This design comes from an exercise in tuning for small area, a short achievable clock period and few clock cycles on the open sky130 flow, not from production work. At most, simulation tests tie the RTL to the original design; equivalence was not proved.

wip/amber:
Design smc_digest, start of the top module:
module smc_digest (
    input  wire         clk,
    input  wire         rst,         
    input  wire         in_valid,
    output wire         in_ready,
    input  wire [31:0]  in_data,     
    input  wire         in_last,     
    input  wire [2:0]   in_nbytes,   
    output reg          out_valid,   
    output wire [127:0] out_digest   
);
Settings: LEC_CHECK=0, ABC_AREA=1, CAP_MARGIN=20, CORE_MARGIN=2, CORE_UTILIZATION=40, CTS_BUF_LIST=sky130_fd_sc_hd__clkbuf_8, CTS_CLUSTER_DIAMETER=50, CTS_CLUSTER_SIZE=14, PLACE_DENSITY=0.75, SLEW_MARGIN=20, SYNTH_HIERARCHICAL=1, TNS_END_PERCENT=0; clock period 12.0 ns.
standard.sh (not shown) runs the stock make flow with config.mk's settings and CLKGATE_MAP_FILE= SYNTH_SCRIPT=/design/flow/synth_recipe.tcl, a recipe that flattens the netlist after the stock synthesis.
==> flow/flow/run.sh <==
#!/bin/bash
set -euo pipefail
bash standard.sh SETUP_SLACK_MARGIN=7 "BUFFER_PORTS_ARGS=-buffer_cell sky130_fd_sc_hd__buf_1" finish > run_standard.log 2>&1
Testbench counts of wip/amber, summed over its fixed seeds: cycles 86,588.
The inputs of wip/lagoon differ from those of wip/amber as listed below.
==> flow/flow/run.sh <==
#!/bin/bash
# The standard layout; ORFS's timing repair aims 7 ns below the clock
# period from clock tree synthesis on (not at floorplan).
set -euo pipefail
B="BUFFER_PORTS_ARGS=-buffer_cell sky130_fd_sc_hd__buf_1"
bash standard.sh SETUP_SLACK_MARGIN=0 "$B" synth floorplan place > run_standard_1.log 2>&1
bash standard.sh SETUP_SLACK_MARGIN=7 "$B" finish > run_standard_2.log 2>&1
diff --git a/flow/config.mk b/flow/config.mk
--- a/flow/config.mk
+++ b/flow/config.mk
@@ -15 +14,0 @@
-export PLACE_DENSITY = 0.75
==> run summary <==
In wip/lagoon, later-pin clock latency in the skew report is higher than in wip/amber. Area added between synthesis and finish essentially unchanged between wip/amber and wip/lagoon. Comparing wip/amber with wip/lagoon, the sequential cell area came out essentially unchanged. Fmax in wip/lagoon vs wip/amber: up 4.0 MHz. NOTE: global-route usage over all layers in wip/lagoon exceeds that of wip/amber. ha_2 as the highest-delay cell along the critical path was reported by wip/lagoon, and dfxtp_2 by wip/amber.
[inputs] wip/indigo vs wip/lagoon
==> flow/flow/run.sh <==
#!/bin/bash
# The standard layout with three changes: synthesis leaves adders to ABC
# (no half/full-adder cell extraction), the ports get the smallest buffer, and
# ORFS's timing repair aims 7.5 ns below the clock period.
set -euo pipefail
bash standard.sh ADDER_MAP_FILE= SETUP_SLACK_MARGIN=7.5 "BUFFER_PORTS_ARGS=-buffer_cell sky130_fd_sc_hd__buf_1" finish > run_standard.log 2>&1
==> run summary <==
wip/indigo: number of antenna violations at the first check in global routing is 5 higher than what wip/lagoon reported.
wip/indigo gives more worst slack at placement than wip/lagoon did.
wip/indigo does worse than wip/lagoon on first-pass GRT wire length.
[compare] base=wip/lagoon new=wip/indigo: synthesized area higher; slew at the pin closest to its max-slew limit higher; final net count higher; clock skew lower; setup slack higher.
Between wip/lagoon and wip/indigo, non-clock buffer count is lower for wip/lagoon, wip/indigo comes in above that.
NOTE: worst hold slack in wip/indigo exceeds that of wip/lagoon
Compared with wip/lagoon, wip/indigo shows proportion of cell area occupied by multi-input gates higher by 1.7 points.
The inputs of wip/umber differ from those of wip/indigo as listed below.
==> flow/flow/run.sh <==
#!/bin/bash
set -euo pipefail
bash standard.sh SETUP_SLACK_MARGIN=8 finish > run_standard.log 2>&1
diff --git a/flow/config.mk b/flow/config.mk
--- a/flow/config.mk
+++ b/flow/config.mk
@@ -12,3 +11,0 @@
-export CTS_BUF_LIST = sky130_fd_sc_hd__clkbuf_8
-export CTS_CLUSTER_DIAMETER = 50
-export CTS_CLUSTER_SIZE = 14
@@ -17 +14 @@
-export TNS_END_PERCENT = 0
+export TNS_END_PERCENT = 100
==> run summary <==
For wip/indigo, the start point of the critical path was fsel[3], unlike wip/umber, where it was b[20]. Number of antenna violations at the first check in global routing: wip/umber < wip/indigo.
The following lists how wip/ember was set up differently from wip/umber:
==> flow/flow/run.sh <==
#!/bin/bash
# The standard layout with three changes: synthesis leaves adders to ABC
# (no half/full-adder cell extraction), the ports get the smallest buffer, and
# ORFS's timing repair aims 7 ns below the clock period.
set -euo pipefail
bash standard.sh ADDER_MAP_FILE= SETUP_SLACK_MARGIN=7 "BUFFER_PORTS_ARGS=-buffer_cell sky130_fd_sc_hd__buf_1" finish > run_standard.log 2>&1
diff --git a/flow/config.mk b/flow/config.mk
--- a/flow/config.mk
+++ b/flow/config.mk
@@ -11,0 +12,3 @@
+export CTS_BUF_LIST = sky130_fd_sc_hd__clkbuf_8
+export CTS_CLUSTER_DIAMETER = 50
+export CTS_CLUSTER_SIZE = 14
@@ -14 +17 @@
-export TNS_END_PERCENT = 100
+export TNS_END_PERCENT = 0
## What came out
wip/ember ended with more number of standard cells after synthesis than wip/umber.
The synthesis-to-finish area growth of wip/ember falls short of that of wip/umber by 16 points.
After detailed routing, wip/umber needs less wire than wip/ember.
wip/ember vs wip/umber, highest signal layer in the routed design: met5 vs met4
On critical path data required time: wip/ember sits above wip/umber.
[compare] base=wip/umber new=wip/ember: sequential share of layout area has increased; number of search-and-repair iterations in the first detailed-routing pass has decreased; maximum frequency has decreased.
Changes observed in wip/ember relative to wip/umber: cell area after placement now sits at about the same level; via-per-instance ratio -about 2.3%.

* * *

Another version of the RTL of smc_digest (not shown whole).
Size in the first run: about 3300 cells after synthesis, ~820 flip-flops.
==> flow/config.mk <==
export PLATFORM = sky130hd
export DESIGN_NAME = smc_digest
export DESIGN_NICKNAME = smc_digest
export VERILOG_FILES = /design/flow/design.v
export SDC_FILE = /design/flow/constraint.sdc
export NUM_CORES = 4
export LEC_CHECK = 0
export CAP_MARGIN = 20
export CORE_MARGIN = 2
export CORE_UTILIZATION = 40
export SLEW_MARGIN = 20
==> flow/constraint.sdc <==
create_clock -name core_clock -period 12.0 [get_ports {clk}]
set_input_delay 2.4000 -clock core_clock [delete_from_list [all_inputs] [get_ports {clk}]]
set_output_delay 2.4000 -clock core_clock [all_outputs]
set_load 0.01 [all_outputs]
==> flow/flow/run.sh <==
#!/bin/bash
set -euo pipefail
bash standard.sh SETUP_SLACK_MARGIN=7 TNS_END_PERCENT=100 finish > run_standard.log 2>&1
The starting point passed the timing, DRC and antenna checks.
Edit:
==> flow/run.sh (new file) <==
#!/bin/bash
# synth_recipe.tcl (not shown) runs the flow's synth.tcl, then flattens the netlist and writes it again
# the make line also repeats each setting of config.mk as NAME=value (left out here)
make -C /OpenROAD-flow-scripts/flow DESIGN_CONFIG=/design/flow/config.mk WORK_HOME=/design/flow/orfs CLKGATE_MAP_FILE= SYNTH_SCRIPT=/design/flow/synth_recipe.tcl finish
--- a/flow/config.mk
+++ b/flow/config.mk
@@ -9,3 +9,5 @@
 export CORE_MARGIN = 2
 export CORE_UTILIZATION = 40
+export SETUP_SLACK_MARGIN = 5
 export SLEW_MARGIN = 20
+export TNS_END_PERCENT = 100
removed: flow/flow/run.sh
removed: flow/standard.sh
Outcome: Cell count came out lower by 2.8%. Register-to-register slack loses 0.08 ns.
Function was not checked in any run of this note: the RTL went through the layout flow alone.

* * *

run 1:
smc_digest with an RTL version that a note above also has.
Size in the first run: about 4,600 cells after synthesis, ~840 flip-flops, ~0.035 mm^2 of cells after synthesis.
clock: 12.0 ns
lec_check: 0
abc_area: 1
cap_margin: 20
core_margin: 2
core_utilization: 40
cts_buf_list: sky130_fd_sc_hd__clkbuf_4
cts_cluster_diameter: 40
cts_cluster_size: 8
slew_margin: 20
synth_hierarchical: 1
tns_end_percent: 0
==> flow/flow/run.sh <==
#!/bin/bash
set -euo pipefail
bash standard.sh SETUP_SLACK_MARGIN=7 "BUFFER_PORTS_ARGS=-buffer_cell sky130_fd_sc_hd__buf_1" finish > run_standard.log 2>&1
Testbench counts of run 1, summed over its fixed seeds: cycles 86,588.
The following lists how run 2 was set up differently from run 1:
Settings: CTS_CLUSTER_SIZE now 14, was 8; CTS_CLUSTER_DIAMETER now 50, was 40; CTS_BUF_LIST now sky130_fd_sc_hd__clkbuf_8, was sky130_fd_sc_hd__clkbuf_4.
[summary]
Run 2 — number of antenna violations at the first check in global routing 1 lower, run 1 as reference. Across both runs, tightest hold margin was higher for run 2 than for run 1. Final cell area: run 2 above run 1.
Setup changes, run 2 to run 3
Settings: CTS_CLUSTER_SIZE no longer set, was 14; CTS_BUF_LIST no longer set, was sky130_fd_sc_hd__clkbuf_8; CTS_CLUSTER_DIAMETER no longer set, was 50; TNS_END_PERCENT now 100, was 0.
==> flow/flow/run.sh <==
#!/bin/bash
set -euo pipefail
bash standard.sh SETUP_SLACK_MARGIN=7 finish > run_standard.log 2>&1
Results
Across run 3 and run 2, none had a timing, DRC or antenna violation. Run 3 vs run 2, startpoint of the most critical setup path: b[0] vs b[17]. The worst setup slack of run 3 exceeds that of run 2 by 0.030 ns. Total routing usage reported by global routing is lower on run 2.

* * *

Another version of the RTL of smc_digest (not shown whole).
Size: ~170 I/O pins.
## smc_digest
module smc_digest (
    input  wire         clk,
    input  wire         rst,         
    input  wire         in_valid,
    output wire         in_ready,
    input  wire [31:0]  in_data,     
    input  wire         in_last,     
    input  wire [2:0]   in_nbytes,   
    output reg          out_valid,   
    output wire [127:0] out_digest   
);
export LEC_CHECK = 0
export ABC_AREA = 1
export CAP_MARGIN = 20
export CORE_MARGIN = 2
export CORE_UTILIZATION = 40
export CTS_BUF_LIST = sky130_fd_sc_hd__clkbuf_4
export CTS_CLUSTER_DIAMETER = 40
export CTS_CLUSTER_SIZE = 8
export SLEW_MARGIN = 20
export TNS_END_PERCENT = 0
create_clock -name core_clock -period 12.0 [get_ports {clk}]
==> flow/flow/run.sh <==
#!/bin/bash
# The standard layout with three changes: synthesis leaves adders to ABC
# (no half/full-adder cell extraction), the ports get the smallest buffer, and
# ORFS's timing repair aims 8.5 ns below the clock period.
set -euo pipefail
bash standard.sh ADDER_MAP_FILE= SETUP_SLACK_MARGIN=8.5 "BUFFER_PORTS_ARGS=-buffer_cell sky130_fd_sc_hd__buf_1" finish > run_standard.log 2>&1
The first run finished clean.
Testbench counts at the start, summed over its fixed seeds: cycles 86,588.
Rerun with:
CTS_BUF_LIST = sky130_fd_sc_hd__clkbuf_8   (was sky130_fd_sc_hd__clkbuf_4)
CTS_CLUSTER_DIAMETER = 50   (was 40)
CTS_CLUSTER_SIZE = 14   (was 8)
The changed run ran to the end with no violations.
Cell count goes down by 0.77%.
Clock-buffer cell count goes down by 57.
Die area stays the same.
Hold slack improved by 0.045 ns.
Area after synthesis does not change.
Worst setup slack improved by 0.13 ns.
Core utilization goes up by 0.61 points.
Final area goes up by 1.3%.
Wire length barely changes.
Rerun with:
CORE_UTILIZATION = 35   (was 40)
Effect: The new run passed the timing, DRC and antenna checks; wire length rises by 0.34%; final area falls by about 0.6%; synthesized area stays the same; global-route usage falls by 3.0 points; setup slack gets better by 0.019 ns; die area rises by about 14%; sequential share of layout area rises by 0.23 points.
Rerun with:
CORE_UTILIZATION = 40   (was 35)
GPL_ROUTABILITY_DRIVEN = 0   (was default)
Effect:
- global-route usage rises by 2.8 points
- final cell count drops by 1.9%
- worst setup slack is worse by 0.11 ns
- core utilization rises by 6.3 points
- wire length stays flat
- sequential share of layout area came out lower by 0.28 points
- design area grows by 0.75%

## re-timing with driven ports
The flow's constraints put no driver on any port. The routed layouts listed below were extracted and timed again, unchanged, in two steps. Step 1, drivers: a clkbuf_16 drives clk and a buf_2 each remaining input, both assumed. Step 2 also shifts input and output timing later by t, the mid clock arrival at the registers, as if the neighbouring blocks saw the same clock. Three values: ideal ports, drivers, drivers and shift; two values: the first two.
| run | t (ns) | setup WS [ns] | worst register clock-pin slew, ns | worst data-port slew with drivers (ns) |
|---|---|---|---|---|
| wip/amber | 0.746 | 7.119 / 7.119 / 7.119 | 0.09 / 0.09 | 0.06 |
| wip/lagoon | 0.776 | 7.212 / 7.212 / 7.212 | 0.09 / 0.09 | 0.05 |
| wip/indigo | 0.814 | 7.404 / 7.404 / 7.404 | 0.10 / 0.10 | 0.10 |
| wip/umber | 0.695 | 7.302 / 7.302 / 7.302 | 0.07 / 0.07 | 0.06 |
| wip/ember | 0.809 | 7.252 / 7.252 / 7.252 | 0.09 / 0.09 | 0.10 |
| the first run of note 2 | 0.684 | 4.879 / 4.879 / 4.879 | 0.07 / 0.07 | 0.06 |
| the second run of note 2 | 0.681 | 4.800 / 4.800 / 4.800 | 0.07 / 0.07 | 0.06 |
| run 1 | 1.030 | 7.146 / 7.146 / 7.146 | 0.10 / 0.10 | 0.05 |
| run 2 | 0.776 | 7.212 / 7.212 / 7.212 | 0.09 / 0.09 | 0.05 |
| run 3 | 0.696 | 7.242 / 7.242 / 7.242 | 0.07 / 0.07 | 0.05 |
| the first run of note 4 | 1.055 | 8.071 / 8.011 / 7.603 | 0.10 / 0.10 | 0.08 |
| the second run of note 4 | 0.770 | 8.200 / 8.200 / 7.650 | 0.09 / 0.09 | 0.07 |
| the third run of note 4 | 0.744 | 8.219 / 8.219 / 7.731 | 0.09 / 0.09 | 0.10 |
| the fourth run of note 4 | 0.770 | 8.105 / 8.105 / 7.756 | 0.10 / 0.10 | 0.06 |
After both steps every run listed still meets setup and hold. The setup slack of the second run of note 4, which loses most, moves by 0.000 ns with the drivers and by -0.550 ns with both steps.
